Background: an optimization exercise with open tools, aiming at small area, a short achievable clock period and few clock cycles. Do not read the settings as production practice.
Only simulation tests tie the RTL to the original design; equivalence was not proved.
No driver is modelled on the clock port, so clock power and skew are understated where the tree is cut down; a real chip needs a root buffer or a tree.
No activity file was given, so power comes from the tool's default toggle rates.

==> flow/design.v <==
module zre_rot (
    input  wire       clk,
    input  wire       rst,
    input  wire       start,
    input  wire [1:0] mode,
    input  wire [4:0] width,      
    input  wire [4:0] height,     
    input  wire       pix_valid,
    input  wire       pix,
    output reg        out_valid,
    output reg  [7:0] out_byte,
    output reg        out_last
);
    reg [1:0]  cfg_mode;
    reg [3:0]  wm1, hm1;           
    reg        busy;               
    reg        in_act;             
    reg [3:0]  ic;                 
    reg [3:0]  oc;                 
    reg        m0_pend;            
    reg        k;                  
    reg        s2;                 
    reg [15:0] col [0:15];
    reg        pv, px;
    reg        fresh;
    always @(posedge clk) begin
        pv    <= pix_valid;
        px    <= pix;
        fresh <= start & ~busy;
    end
    wire m_none = (cfg_mode == 2'd0);
    wire m_cw   = (cfg_mode == 2'd1);
    wire m_180  = (cfg_mode == 2'd3);
    wire transp = cfg_mode[0] ^ cfg_mode[1];
    wire in_done = busy & ~in_act;
    wire [3:0] owm1 = transp ? hm1 : wm1;         
    wire [3:0] ohm1 = transp ? wm1 : hm1;         
    wire [3:0] icz = ic ^ {4{m_180}};
    wire [3:0] ic_step = ic ^ {&icz[2:0], &icz[1:0], icz[0], 1'b1};
    wire [3:0] ocz = oc ^ {4{m_cw}};
    wire [3:0] oc_step = oc ^ {&ocz[2:0], &ocz[1:0], ocz[0], 1'b1};
    wire [3:0] w_m1 = width[3:0] ^ {~|width[2:0], ~|width[1:0], ~width[0], 1'b1};
    wire [3:0] h_m1 = height[3:0] ^ {~|height[2:0], ~|height[1:0], ~height[0], 1'b1};
    wire we      = pv & in_act;
    wire row_end = m_180 ? (ic == 4'd0) : (ic == wm1);
    wire last_y  = m_cw ? (oc == 4'd0) : (oc == hm1);
    wire [3:0] wc = transp ? oc : ic;
    integer i;
    always @(posedge clk) begin
        for (i = 0; i < 16; i = i + 1)
            if (we && wc == i[3:0])
                col[i] <= {col[i][14:0], px};
    end
    wire ready    = m_none ? m0_pend : in_done;
    wire emit     = busy & ready;
    wire [3:0] p  = oc & {4{~m_none}};            
    wire row_last = m_cw ? (oc == 4'd0) : (oc == ohm1);
    wire k_end    = (k == s2);
    wire last_b   = m_none ? in_done : (k_end & row_last);
    reg [7:0] rd;
    integer b;
    always @(*) begin
        for (b = 0; b < 8; b = b + 1) begin
            rd[7 - b] = k ? col[8 + b][p] : col[b][p];
            if (!((~k & owm1[3]) | (b[2:0] <= owm1[2:0])))
                rd[7 - b] = 1'b0;
        end
    end
    always @(posedge clk) begin
        if (rst) begin
            busy      <= 1'b0;
            in_act    <= 1'b0;
            m0_pend   <= 1'b0;
            out_valid <= 1'b0;
        end else begin
            out_valid <= emit;
            m0_pend   <= we & m_none & ((ic[2:0] == 3'd7) | row_end);
            if (!busy) begin
                busy   <= start;
                in_act <= start;
            end else begin
                if (we && row_end && last_y) in_act <= 1'b0;
                if (emit && last_b) busy <= 1'b0;
            end
        end
    end
    always @(posedge clk) begin
        out_byte <= rd;
        out_last <= last_b;
        if (!busy) begin
            cfg_mode <= mode;
            wm1      <= w_m1;
            hm1      <= h_m1;
            k        <= 1'b0;
        end else if (fresh) begin
            ic       <= m_180 ? wm1 : 4'd0;
            oc       <= m_cw ? hm1 : 4'd0;
            s2       <= transp ? hm1[3] : wm1[3];
        end else begin
            if (we) begin
                ic <= row_end ? (m_180 ? wm1 : 4'd0) : ic_step;
                if (row_end)
                    oc <= last_y ? (m_cw ? wm1 : 4'd0) : oc_step;
                if (m_none) k <= ic[3];
            end
            if (emit && !m_none) begin
                k <= ~k & s2;
                if (k_end)
                    oc <= oc_step;
            end
        end
    end
endmodule
==> flow/config.mk <==
export PLATFORM = sky130hd
export DESIGN_NAME = zre_rot
export DESIGN_NICKNAME = zre_rot
export VERILOG_FILES = /design/flow/design.v
export SDC_FILE = /design/flow/constraint.sdc
export NUM_CORES = 4
export LEC_CHECK = 0
export CAP_MARGIN = 5
export CORE_MARGIN = 2
export CORE_UTILIZATION = 65
export PLACE_DENSITY = 0.75
export SLEW_MARGIN = 5
export SYNTH_MEMORY_MAX_BITS = 4096
export BUFFER_PORTS_ARGS = -buffer_cell sky130_fd_sc_hd__buf_2
export PRE_CTS_TCL = /design/flow/flow/manual_cts.tcl
export SETUP_SLACK_MARGIN = 7.05
==> flow/constraint.sdc <==
create_clock -name core_clock -period 10.0 [get_ports {clk}]
set_input_delay 2.0000 -clock core_clock [delete_from_list [all_inputs] [get_ports {clk}]]
set_output_delay 2.0000 -clock core_clock [all_outputs]
set_load 0.01 [all_outputs]
standard.sh (not shown) runs the stock make flow with config.mk's settings and CLKGATE_MAP_FILE= SYNTH_SCRIPT=/design/flow/synth_recipe.tcl, a recipe that flattens the netlist after the stock synthesis.
==> flow/flow/run.sh <==
#!/bin/bash
# The standard ORFS layout (standard.sh: standard synthesis, floorplan,
# placement, CTS, routing) with a few settings of its steps changed:
#  - port buffers are plain buffers (buf_2) instead of the delay cells that
#    buffer_ports picks by itself,
#  - the clock tree is a balanced two-level tree of clkbuf_16 built by
#    flow/manual_cts.tcl (PRE_CTS_TCL) instead of TritonCTS,
#  - repair_timing aims at 7.05 ns of setup slack on the design's 10 ns clock
#    (the SDC is the standard flow's, unchanged).
# make's full output goes to standard.log; ORFS keeps each step's log under
# orfs/logs/.
set -euo pipefail
cat >> config.mk <<EOC
export BUFFER_PORTS_ARGS = -buffer_cell sky130_fd_sc_hd__buf_2
export PRE_CTS_TCL = $PWD/flow/manual_cts.tcl
export SETUP_SLACK_MARGIN = 7.05
EOC
bash standard.sh > standard.log 2>&1
==> flow/flow/manual_cts.tcl <==
# Clock tree for this design, used in place of TritonCTS (sourced as
# PRE_CTS_TCL by ORFS's cts.tcl, it replaces the clock_tree_synthesis command).
#
# Two buffer levels, both balanced: the register clock pins are split into
# NB2 clusters of (nearly) equal size by k-means, each driven by one leaf
# buffer at the cluster's centre; the leaf buffers are split the same way
# into NB1 groups, each driven by one mid buffer that the clock port drives.
# The clock port thus drives NB1 (<= 4) buffer inputs.
# Two-level clock tree: port -> NB1 mid buffers -> NB2 leaf buffers -> register clock pins.
proc kmeans {pts nb iters} {
  # pts: list of {x y}; returns list of assignments and centres
  set n [llength $pts]
  set sorted [lsort -real -index 0 $pts]
  set cx {}; set cy {}
  for {set k 0} {$k < $nb} {incr k} {
    set s [lindex $sorted [expr {int(($k + 0.5) * $n / $nb)}]]
    lappend cx [lindex $s 0]; lappend cy [lindex $s 1]
  }
  for {set iter 0} {$iter < $iters} {incr iter} {
    set assign {}
    foreach s $pts {
      set best 0; set bd 1e30
      for {set k 0} {$k < $nb} {incr k} {
        set d [expr {hypot([lindex $s 0]-[lindex $cx $k], [lindex $s 1]-[lindex $cy $k])}]
        if {$d < $bd} {set bd $d; set best $k}
      }
      lappend assign $best
    }
    set sx [lrepeat $nb 0.0]; set sy [lrepeat $nb 0.0]; set cnt [lrepeat $nb 0]
    foreach s $pts a $assign {
      lset sx $a [expr {[lindex $sx $a] + [lindex $s 0]}]
      lset sy $a [expr {[lindex $sy $a] + [lindex $s 1]}]
      lset cnt $a [expr {[lindex $cnt $a] + 1}]
    }
    for {set k 0} {$k < $nb} {incr k} {
      if {[lindex $cnt $k] > 0} {
        lset cx $k [expr {[lindex $sx $k] / [lindex $cnt $k]}]
        lset cy $k [expr {[lindex $sy $k] / [lindex $cnt $k]}]
      }
    }
  }
  return [list $assign $cx $cy $cnt]
}


proc balance {pts nb la lcx lcy lcnt extra} {
  # rebalance: greedy capacity-limited assignment to the k-means centres,
  # then recentre, a few rounds
  set n [llength $pts]
  set cap [expr {($n + $nb - 1) / $nb + $extra}]
  for {set round 0} {$round < 6} {incr round} {
    set triples {}
    set i 0
    foreach s $pts {
      for {set k 0} {$k < $nb} {incr k} {
        lappend triples [list [expr {hypot([lindex $s 0]-[lindex $lcx $k], [lindex $s 1]-[lindex $lcy $k])}] $i $k]
      }
      incr i
    }
    set la [lrepeat $n -1]
    set lcnt [lrepeat $nb 0]
    foreach t [lsort -real -index 0 $triples] {
      lassign $t d i k
      if {[lindex $la $i] >= 0 || [lindex $lcnt $k] >= $cap} continue
      lset la $i $k
      lset lcnt $k [expr {[lindex $lcnt $k] + 1}]
    }
    set sx [lrepeat $nb 0.0]; set sy [lrepeat $nb 0.0]
    foreach s $pts a $la {
      lset sx $a [expr {[lindex $sx $a] + [lindex $s 0]}]
      lset sy $a [expr {[lindex $sy $a] + [lindex $s 1]}]
    }
    for {set k 0} {$k < $nb} {incr k} {
      if {[lindex $lcnt $k] > 0} {
        lset lcx $k [expr {[lindex $sx $k] / [lindex $lcnt $k]}]
        lset lcy $k [expr {[lindex $sy $k] / [lindex $lcnt $k]}]
      }
    }
  }
  return [list $la $lcx $lcy $lcnt]
}

proc add_buf {block master name in_net cx cy} {
  set inst [odb::dbInst_create $block $master $name]
  set net [odb::dbNet_create $block "${name}_net"]
  $net setSigType CLOCK
  [$inst findITerm A] connect $in_net
  [$inst findITerm X] connect $net
  $inst setLocation [expr {int($cx)}] [expr {int($cy)}]
  $inst setPlacementStatus PLACED
  return $net
}

proc manual_cts2 {nb1 nb2 midbuf leafbuf} {
  set db [ord::get_db]
  set block [ord::get_db_block]
  set clk_net [$block findNet clk]
  $clk_net setSigType CLOCK
  set sinks {}; set pts {}
  foreach it [$clk_net getITerms] {
    set bb [[$it getInst] getBBox]
    lappend sinks $it
    lappend pts [list [expr {([$bb xMin]+[$bb xMax])/2.0}] [expr {([$bb yMin]+[$bb yMax])/2.0}]]
  }
  lassign [kmeans $pts $nb2 60] la lcx lcy lcnt
  lassign [balance $pts $nb2 $la $lcx $lcy $lcnt 1] la lcx lcy lcnt
  puts "manual_cts2: leaf cluster sizes $lcnt"
  set lpts {}
  for {set k 0} {$k < $nb2} {incr k} { lappend lpts [list [lindex $lcx $k] [lindex $lcy $k]] }
  lassign [kmeans $lpts $nb1 60] ma mcx mcy mcnt
  lassign [balance $lpts $nb1 $ma $mcx $mcy $mcnt 0] ma mcx mcy mcnt
  puts "manual_cts2: mid cluster sizes $mcnt"
  set mm [$db findMaster $midbuf]
  set lm [$db findMaster $leafbuf]
  for {set m 0} {$m < $nb1} {incr m} {
    set mnet($m) [add_buf $block $mm "clkbuf_mid_$m" $clk_net [lindex $mcx $m] [lindex $mcy $m]]
  }
  for {set k 0} {$k < $nb2} {incr k} {
    set lnet($k) [add_buf $block $lm "clkbuf_leaf_$k" $mnet([lindex $ma $k]) [lindex $lcx $k] [lindex $lcy $k]]
  }
  foreach it $sinks a $la {
    $it disconnect
    $it connect $lnet($a)
  }
}

set ::mcts_nb1 4
set ::mcts_nb2 12
rename clock_tree_synthesis __tritoncts_clock_tree_synthesis
proc clock_tree_synthesis {args} {
  manual_cts2 $::mcts_nb1 $::mcts_nb2 sky130_fd_sc_hd__clkbuf_16 sky130_fd_sc_hd__clkbuf_16
}
The baseline passed the timing, design-rule and antenna checks.
Testbench counts at the start, summed over its fixed seeds: cycles 94,156.
Edit:
--- a/flow/flow/run.sh
+++ b/flow/flow/run.sh
@@ -8 +8 @@
-#  - repair_timing aims at 7.05 ns of setup slack on the design's 10 ns clock
+#  - repair_timing aims at 7.25 ns of setup slack on the design's 10 ns clock
@@ -16 +16 @@
-export SETUP_SLACK_MARGIN = 7.05
+export SETUP_SLACK_MARGIN = 7.25
--- a/flow/flow/manual_cts.tcl
+++ b/flow/flow/manual_cts.tcl
@@ -131 +131 @@
-  manual_cts2 $::mcts_nb1 $::mcts_nb2 sky130_fd_sc_hd__clkbuf_16 sky130_fd_sc_hd__clkbuf_16
+  manual_cts2 $::mcts_nb1 $::mcts_nb2 sky130_fd_sc_hd__buf_12 sky130_fd_sc_hd__buf_16
SETUP_SLACK_MARGIN = 7.25   (was 7.05)
Result: Global-route usage went up by 0.13 points. Sequential power stays flat. Worst setup slack improved by 0.093 ns. Register-to-register slack improved by 0.11 ns. Wire length went down by about 0.9%. Clock skew went down by 0.0060 ns. Power went up by about 3%. Synthesized area is unchanged.
Edit:
--- a/flow/flow/run.sh
+++ b/flow/flow/run.sh
@@ -8 +8 @@
-#  - repair_timing aims at 7.25 ns of setup slack on the design's 10 ns clock
+#  - repair_timing aims at 7.15 ns of setup slack on the design's 10 ns clock
@@ -16 +16 @@
-export SETUP_SLACK_MARGIN = 7.25
+export SETUP_SLACK_MARGIN = 7.15
--- a/flow/flow/manual_cts.tcl
+++ b/flow/flow/manual_cts.tcl
@@ -131 +131 @@
-  manual_cts2 $::mcts_nb1 $::mcts_nb2 sky130_fd_sc_hd__buf_12 sky130_fd_sc_hd__buf_16
+  manual_cts2 $::mcts_nb1 $::mcts_nb2 sky130_fd_sc_hd__clkbuf_16 sky130_fd_sc_hd__clkbuf_16
CORE_UTILIZATION = 60   (was 65)
PLACE_DENSITY = 0.7   (was 0.75)
SETUP_SLACK_MARGIN = 7.15   (was 7.25)
After rerunning:
- The new run completed without violations
- die area rose by 8.1%
- cell count grows by about 4%
- sequential share of layout area hardly moves
- power came out lower by about 2.2%
Edit:
CORE_UTILIZATION = 65   (was 60)
PLACE_DENSITY = 0.8   (was 0.7)
Outcome: The new run produced a clean layout. Design area is lower by about 0.4%. First-iteration DRC count is higher by 37%. Via count went up by 0.68%.
In every run of this note, the design's own scripts or RTL, not TritonCTS, make the clock network.

Setup of wip/harbor:
Starts from the design.v that is shown in full above.
clock: 10.0 ns
lec_check: 0
cap_margin: 5
core_margin: 2
core_utilization: 65
place_density: 0.75
slew_margin: 5
synth_memory_max_bits: 4096
buffer_ports_args: -buffer_cell sky130_fd_sc_hd__buf_2
pre_cts_tcl: /design/flow/flow/manual_cts.tcl
setup_slack_margin: 7.15
==> flow/flow/run.sh <==
#!/bin/bash
# The standard ORFS layout (standard.sh: standard synthesis, floorplan,
# placement, CTS, routing) with a few settings of its steps changed:
#  - port buffers are plain buffers (buf_2) instead of the delay cells that
#    buffer_ports picks by itself,
#  - the clock tree is a balanced two-level tree of clkbuf_16 built by
#    flow/manual_cts.tcl (PRE_CTS_TCL) instead of TritonCTS,
#  - repair_timing aims at 7.15 ns of setup slack on the design's 10 ns clock
#    (the SDC is the standard flow's, unchanged).
# make's full output goes to standard.log; ORFS keeps each step's log under
# orfs/logs/.
set -euo pipefail
cat >> config.mk <<EOC
export BUFFER_PORTS_ARGS = -buffer_cell sky130_fd_sc_hd__buf_2
export PRE_CTS_TCL = $PWD/flow/manual_cts.tcl
export SETUP_SLACK_MARGIN = 7.15
EOC
bash standard.sh > standard.log 2>&1
==> flow/flow/manual_cts.tcl <==
# Clock tree for this design, used in place of TritonCTS (sourced as
# PRE_CTS_TCL by ORFS's cts.tcl, it replaces the clock_tree_synthesis command).
#
# Two buffer levels, both balanced: the register clock pins are split into
# NB2 clusters of (nearly) equal size by k-means, each driven by one leaf
# buffer at the cluster's centre; the leaf buffers are split the same way
# into NB1 groups, each driven by one mid buffer that the clock port drives.
# The clock port thus drives NB1 (<= 4) buffer inputs.
# Two-level clock tree: port -> NB1 mid buffers -> NB2 leaf buffers -> register clock pins.
proc kmeans {pts nb iters} {
  # pts: list of {x y}; returns list of assignments and centres
  set n [llength $pts]
  set sorted [lsort -real -index 0 $pts]
  set cx {}; set cy {}
  for {set k 0} {$k < $nb} {incr k} {
    set s [lindex $sorted [expr {int(($k + 0.5) * $n / $nb)}]]
    lappend cx [lindex $s 0]; lappend cy [lindex $s 1]
  }
  for {set iter 0} {$iter < $iters} {incr iter} {
    set assign {}
    foreach s $pts {
      set best 0; set bd 1e30
      for {set k 0} {$k < $nb} {incr k} {
        set d [expr {hypot([lindex $s 0]-[lindex $cx $k], [lindex $s 1]-[lindex $cy $k])}]
        if {$d < $bd} {set bd $d; set best $k}
      }
      lappend assign $best
    }
    set sx [lrepeat $nb 0.0]; set sy [lrepeat $nb 0.0]; set cnt [lrepeat $nb 0]
    foreach s $pts a $assign {
      lset sx $a [expr {[lindex $sx $a] + [lindex $s 0]}]
      lset sy $a [expr {[lindex $sy $a] + [lindex $s 1]}]
      lset cnt $a [expr {[lindex $cnt $a] + 1}]
    }
    for {set k 0} {$k < $nb} {incr k} {
      if {[lindex $cnt $k] > 0} {
        lset cx $k [expr {[lindex $sx $k] / [lindex $cnt $k]}]
        lset cy $k [expr {[lindex $sy $k] / [lindex $cnt $k]}]
      }
    }
  }
  return [list $assign $cx $cy $cnt]
}


proc balance {pts nb la lcx lcy lcnt extra} {
  # rebalance: greedy capacity-limited assignment to the k-means centres,
  # then recentre, a few rounds
  set n [llength $pts]
  set cap [expr {($n + $nb - 1) / $nb + $extra}]
  for {set round 0} {$round < 6} {incr round} {
    set triples {}
    set i 0
    foreach s $pts {
      for {set k 0} {$k < $nb} {incr k} {
        lappend triples [list [expr {hypot([lindex $s 0]-[lindex $lcx $k], [lindex $s 1]-[lindex $lcy $k])}] $i $k]
      }
      incr i
    }
    set la [lrepeat $n -1]
    set lcnt [lrepeat $nb 0]
    foreach t [lsort -real -index 0 $triples] {
      lassign $t d i k
      if {[lindex $la $i] >= 0 || [lindex $lcnt $k] >= $cap} continue
      lset la $i $k
      lset lcnt $k [expr {[lindex $lcnt $k] + 1}]
    }
    set sx [lrepeat $nb 0.0]; set sy [lrepeat $nb 0.0]
    foreach s $pts a $la {
      lset sx $a [expr {[lindex $sx $a] + [lindex $s 0]}]
      lset sy $a [expr {[lindex $sy $a] + [lindex $s 1]}]
    }
    for {set k 0} {$k < $nb} {incr k} {
      if {[lindex $lcnt $k] > 0} {
        lset lcx $k [expr {[lindex $sx $k] / [lindex $lcnt $k]}]
        lset lcy $k [expr {[lindex $sy $k] / [lindex $lcnt $k]}]
      }
    }
  }
  return [list $la $lcx $lcy $lcnt]
}

proc add_buf {block master name in_net cx cy} {
  set inst [odb::dbInst_create $block $master $name]
  set net [odb::dbNet_create $block "${name}_net"]
  $net setSigType CLOCK
  [$inst findITerm A] connect $in_net
  [$inst findITerm X] connect $net
  $inst setLocation [expr {int($cx)}] [expr {int($cy)}]
  $inst setPlacementStatus PLACED
  return $net
}

proc manual_cts2 {nb1 nb2 midbuf leafbuf} {
  set db [ord::get_db]
  set block [ord::get_db_block]
  set clk_net [$block findNet clk]
  $clk_net setSigType CLOCK
  set sinks {}; set pts {}
  foreach it [$clk_net getITerms] {
    set bb [[$it getInst] getBBox]
    lappend sinks $it
    lappend pts [list [expr {([$bb xMin]+[$bb xMax])/2.0}] [expr {([$bb yMin]+[$bb yMax])/2.0}]]
  }
  lassign [kmeans $pts $nb2 60] la lcx lcy lcnt
  lassign [balance $pts $nb2 $la $lcx $lcy $lcnt 1] la lcx lcy lcnt
  puts "manual_cts2: leaf cluster sizes $lcnt"
  set lpts {}
  for {set k 0} {$k < $nb2} {incr k} { lappend lpts [list [lindex $lcx $k] [lindex $lcy $k]] }
  lassign [kmeans $lpts $nb1 60] ma mcx mcy mcnt
  lassign [balance $lpts $nb1 $ma $mcx $mcy $mcnt 0] ma mcx mcy mcnt
  puts "manual_cts2: mid cluster sizes $mcnt"
  set mm [$db findMaster $midbuf]
  set lm [$db findMaster $leafbuf]
  for {set m 0} {$m < $nb1} {incr m} {
    set mnet($m) [add_buf $block $mm "clkbuf_mid_$m" $clk_net [lindex $mcx $m] [lindex $mcy $m]]
  }
  for {set k 0} {$k < $nb2} {incr k} {
    set lnet($k) [add_buf $block $lm "clkbuf_leaf_$k" $mnet([lindex $ma $k]) [lindex $lcx $k] [lindex $lcy $k]]
  }
  foreach it $sinks a $la {
    $it disconnect
    $it connect $lnet($a)
  }
}

set ::mcts_nb1 4
set ::mcts_nb2 12
rename clock_tree_synthesis __tritoncts_clock_tree_synthesis
proc clock_tree_synthesis {args} {
  manual_cts2 $::mcts_nb1 $::mcts_nb2 sky130_fd_sc_hd__buf_16 sky130_fd_sc_hd__buf_16
}
Every stage of the flow completed for wip/harbor, and the final layout passed the timing, design-rule and antenna checks.
Testbench counts of wip/harbor, summed over its fixed seeds: cycles 94,156.
Changes in wip/indigo relative to wip/harbor:
- ABC_AREA newly set to 1
diff --git a/flow/flow/manual_cts.tcl b/flow/flow/manual_cts.tcl
--- a/flow/flow/manual_cts.tcl
+++ b/flow/flow/manual_cts.tcl
@@ -131 +131 @@
-  manual_cts2 $::mcts_nb1 $::mcts_nb2 sky130_fd_sc_hd__buf_16 sky130_fd_sc_hd__buf_16
+  manual_cts2 $::mcts_nb1 $::mcts_nb2 sky130_fd_sc_hd__clkbuf_16 sky130_fd_sc_hd__clkbuf_16
==> comparison <==
- wip/indigo: flow completed, timing, DRC and antenna clean
- The final reports for wip/indigo and wip/harbor show worst setup slack lower in the former.
- wip/indigo vs. wip/harbor: time the final worst path needs with I/O delays and setup went up by 0.023 ns.
- When wip/indigo is set beside wip/harbor, its total die area turns out to be 3.6% larger.
For wip/lagoon, these inputs were changed with respect to wip/indigo:
- clearing ABC_AREA, which used to be 1
diff --git a/flow/flow/manual_cts.tcl b/flow/flow/manual_cts.tcl
--- a/flow/flow/manual_cts.tcl
+++ b/flow/flow/manual_cts.tcl
@@ -131 +131 @@
-  manual_cts2 $::mcts_nb1 $::mcts_nb2 sky130_fd_sc_hd__clkbuf_16 sky130_fd_sc_hd__clkbuf_16
+  manual_cts2 $::mcts_nb1 $::mcts_nb2 sky130_fd_sc_hd__buf_12 sky130_fd_sc_hd__buf_16
Findings:
Area after synthesis, wip/lagoon and wip/indigo: larger value in wip/indigo
Relative to wip/indigo, worst ir drop on vdd decreased by 5.8 uV in wip/lagoon.
Number of primary I/O pins: wip/indigo vs wip/lagoon — no meaningful difference
The core of wip/lagoon is more densely filled than that of wip/indigo.
Against wip/indigo, wip/lagoon comes in 0.027 ns higher on setup slack of the critical path after layout.
[diff] first-pass GRT wire length, wip/lagoon relative to wip/indigo: improvement
Delta (wip/lagoon minus wip/indigo): post-cts repair resize count went up by 8; power now larger.
[wip/lagoon] synthesized-area fraction occupied by ao, oa, aoi and oai cells fell 7.1 points relative to wip/indigo
> inputs changed (wip/lagoon -> wip/onyx)
- swapping 0.75 for 0.7 in PLACE_DENSITY
diff --git a/flow/flow/manual_cts.tcl b/flow/flow/manual_cts.tcl
--- a/flow/flow/manual_cts.tcl
+++ b/flow/flow/manual_cts.tcl
@@ -131 +131 @@
-  manual_cts2 $::mcts_nb1 $::mcts_nb2 sky130_fd_sc_hd__buf_12 sky130_fd_sc_hd__buf_16
+  manual_cts2 $::mcts_nb1 $::mcts_nb2 sky130_fd_sc_hd__clkbuf_16 sky130_fd_sc_hd__clkbuf_16
Diff wip/onyx and wip/lagoon: synthesis-to-finish area growth higher in wip/lagoon
Compared wip/onyx vs wip/lagoon, and post-layout worst setup margin is down in wip/onyx.
Compared with wip/lagoon, in wip/onyx part of the power in combinational logic held steady; overall global routing resource usage held steady; time the final worst path needs with I/O delays and setup grew by 0.062 ns.
Initial antenna violation count came out exactly the same in wip/onyx and wip/lagoon.
The fmax in wip/onyx was lower than what wip/lagoon gave.
Comparing wip/lagoon against wip/onyx, there is no change at all in synthesized cell count.
Looking at wip/onyx and wip/lagoon, the instance count after placement with tap cells included is a wash.
Compared wip/onyx vs wip/lagoon, and fraction of final layout cells sized beyond drive strength 1 is down in wip/onyx.
Relative to wip/onyx, the following input files were edited for wip/violet:
- changing PLACE_DENSITY from 0.7 to 0.75
- changing SETUP_SLACK_MARGIN from 7.15 to 7.35
diff --git a/flow/flow/run.sh b/flow/flow/run.sh
--- a/flow/flow/run.sh
+++ b/flow/flow/run.sh
@@ -8 +8 @@
-#  - repair_timing aims at 7.15 ns of setup slack on the design's 10 ns clock
+#  - repair_timing aims at 7.35 ns of setup slack on the design's 10 ns clock
@@ -16 +16 @@
-export SETUP_SLACK_MARGIN = 7.15
+export SETUP_SLACK_MARGIN = 7.35
diff --git a/flow/flow/manual_cts.tcl b/flow/flow/manual_cts.tcl
--- a/flow/flow/manual_cts.tcl
+++ b/flow/flow/manual_cts.tcl
@@ -131 +131 @@
-  manual_cts2 $::mcts_nb1 $::mcts_nb2 sky130_fd_sc_hd__clkbuf_16 sky130_fd_sc_hd__clkbuf_16
+  manual_cts2 $::mcts_nb1 $::mcts_nb2 sky130_fd_sc_hd__buf_12 sky130_fd_sc_hd__buf_16
Results
[compare] base=wip/onyx new=wip/violet: non-filler instance count after layout climbed about 0.43%, total wirelength of the detailed-routed design climbed about 4%, number of enable flip-flop cells after synthesis barely changed. wip/violet and wip/onyx ended up with roughly the same clock-pin transition on the worst setup and hold timing paths. Summary — register-to-register slack, wip/violet relative to wip/onyx: higher, by 0.14 ns. Number of combinational gates with multiple inputs: wip/violet and wip/onyx compared, lower one is wip/onyx. Library cell contributing the largest single delay on the critical path = sky130_fd_sc_hd__dfxtp_2: wip/violet; library cell contributing the largest single delay on the critical path = sky130_fd_sc_hd__dfxtp_1: wip/onyx. Looking at peak ir drop on the vdd network, wip/violet sits 14 uV higher than wip/onyx does.
Edits applied to the flow inputs when going from wip/violet to wip/quartz:
- SETUP_SLACK_MARGIN now 7.15, was 7.35
diff --git a/flow/flow/run.sh b/flow/flow/run.sh
--- a/flow/flow/run.sh
+++ b/flow/flow/run.sh
@@ -8 +8 @@
-#  - repair_timing aims at 7.35 ns of setup slack on the design's 10 ns clock
+#  - repair_timing aims at 7.15 ns of setup slack on the design's 10 ns clock
@@ -16 +16 @@
-export SETUP_SLACK_MARGIN = 7.35
+export SETUP_SLACK_MARGIN = 7.15
diff --git a/flow/flow/manual_cts.tcl b/flow/flow/manual_cts.tcl
--- a/flow/flow/manual_cts.tcl
+++ b/flow/flow/manual_cts.tcl
@@ -128 +128 @@
-set ::mcts_nb2 12
+set ::mcts_nb2 13
@@ -131 +131 @@
-  manual_cts2 $::mcts_nb1 $::mcts_nb2 sky130_fd_sc_hd__buf_12 sky130_fd_sc_hd__buf_16
+  manual_cts2 $::mcts_nb1 $::mcts_nb2 sky130_fd_sc_hd__clkbuf_16 sky130_fd_sc_hd__clkbuf_16
- Summary of wip/quartz over wip/violet: portion of the clock cycle consumed by the worst path in the final layout higher; worst relative slew slack moved down; final non-filler cell area shows a reduction of about 1.8%; synthesis-to-layout area growth decreased by 2.0 points relative to the old numbers; maximum operating frequency fell 0.0044 GHz.
- Share of the synthesized netlist area taken by xor and xnor gates: wip/violet vs wip/quartz — no meaningful difference
- Worst setup margin in wip/quartz is 0.033 ns below wip/violet.
No run of this note takes its clock network from TritonCTS; it comes from the design's own scripts or RTL.

-- afterwards: timing with drivers on the ports --
No port has a modelled driver above. Below, the same layouts with a new extraction and two added sets of constraints. Step 1 sets driving cells, clkbuf_16 on the clock port and buf_2 on the other inputs (assumed; they add their load-dependent delay and slew). Step 2, shift: input delay + t, output delay - t, t = (earliest + latest rising clock arrival at the registers) / 2. This alone moves slack from input paths to output paths. Slacks: ideal ports / drivers / drivers and shift; pairs: ideal ports / drivers.
run	shift t [ns]	slack for setup (ns)	worst register clock-pin slew, ns	worst data-port slew with drivers (ns)	cell pins on the clock port's net
the first run of note 1	0.391	7.184 / 7.149 / 7.087	0.10 / 0.10	0.03	4
the second run of note 1	0.364	7.277 / 7.177 / 7.178	0.09 / 0.09	0.05	4
the third run of note 1	0.404	7.235 / 7.131 / 7.131	0.10 / 0.10	0.04	4
the fourth run of note 1	0.395	7.228 / 7.136 / 7.163	0.09 / 0.09	0.03	4
wip/harbor	0.388	7.264 / 7.153 / 7.154	0.10 / 0.10	0.04	4
wip/indigo	0.394	7.241 / 7.147 / 7.156	0.10 / 0.10	0.04	4
wip/lagoon	0.369	7.268 / 7.169 / 7.156	0.09 / 0.09	0.04	4
wip/onyx	0.394	7.206 / 7.116 / 7.131	0.09 / 0.09	0.03	4
wip/violet	0.360	7.265 / 7.171 / 7.172	0.10 / 0.10	0.06	4
wip/quartz	0.391	7.232 / 7.135 / 7.142	0.10 / 0.10	0.04	4
After both steps every run listed still meets setup and hold. For wip/lagoon, which loses most, drivers alone change the setup slack by -0.099 ns; drivers and shift together by -0.112 ns.
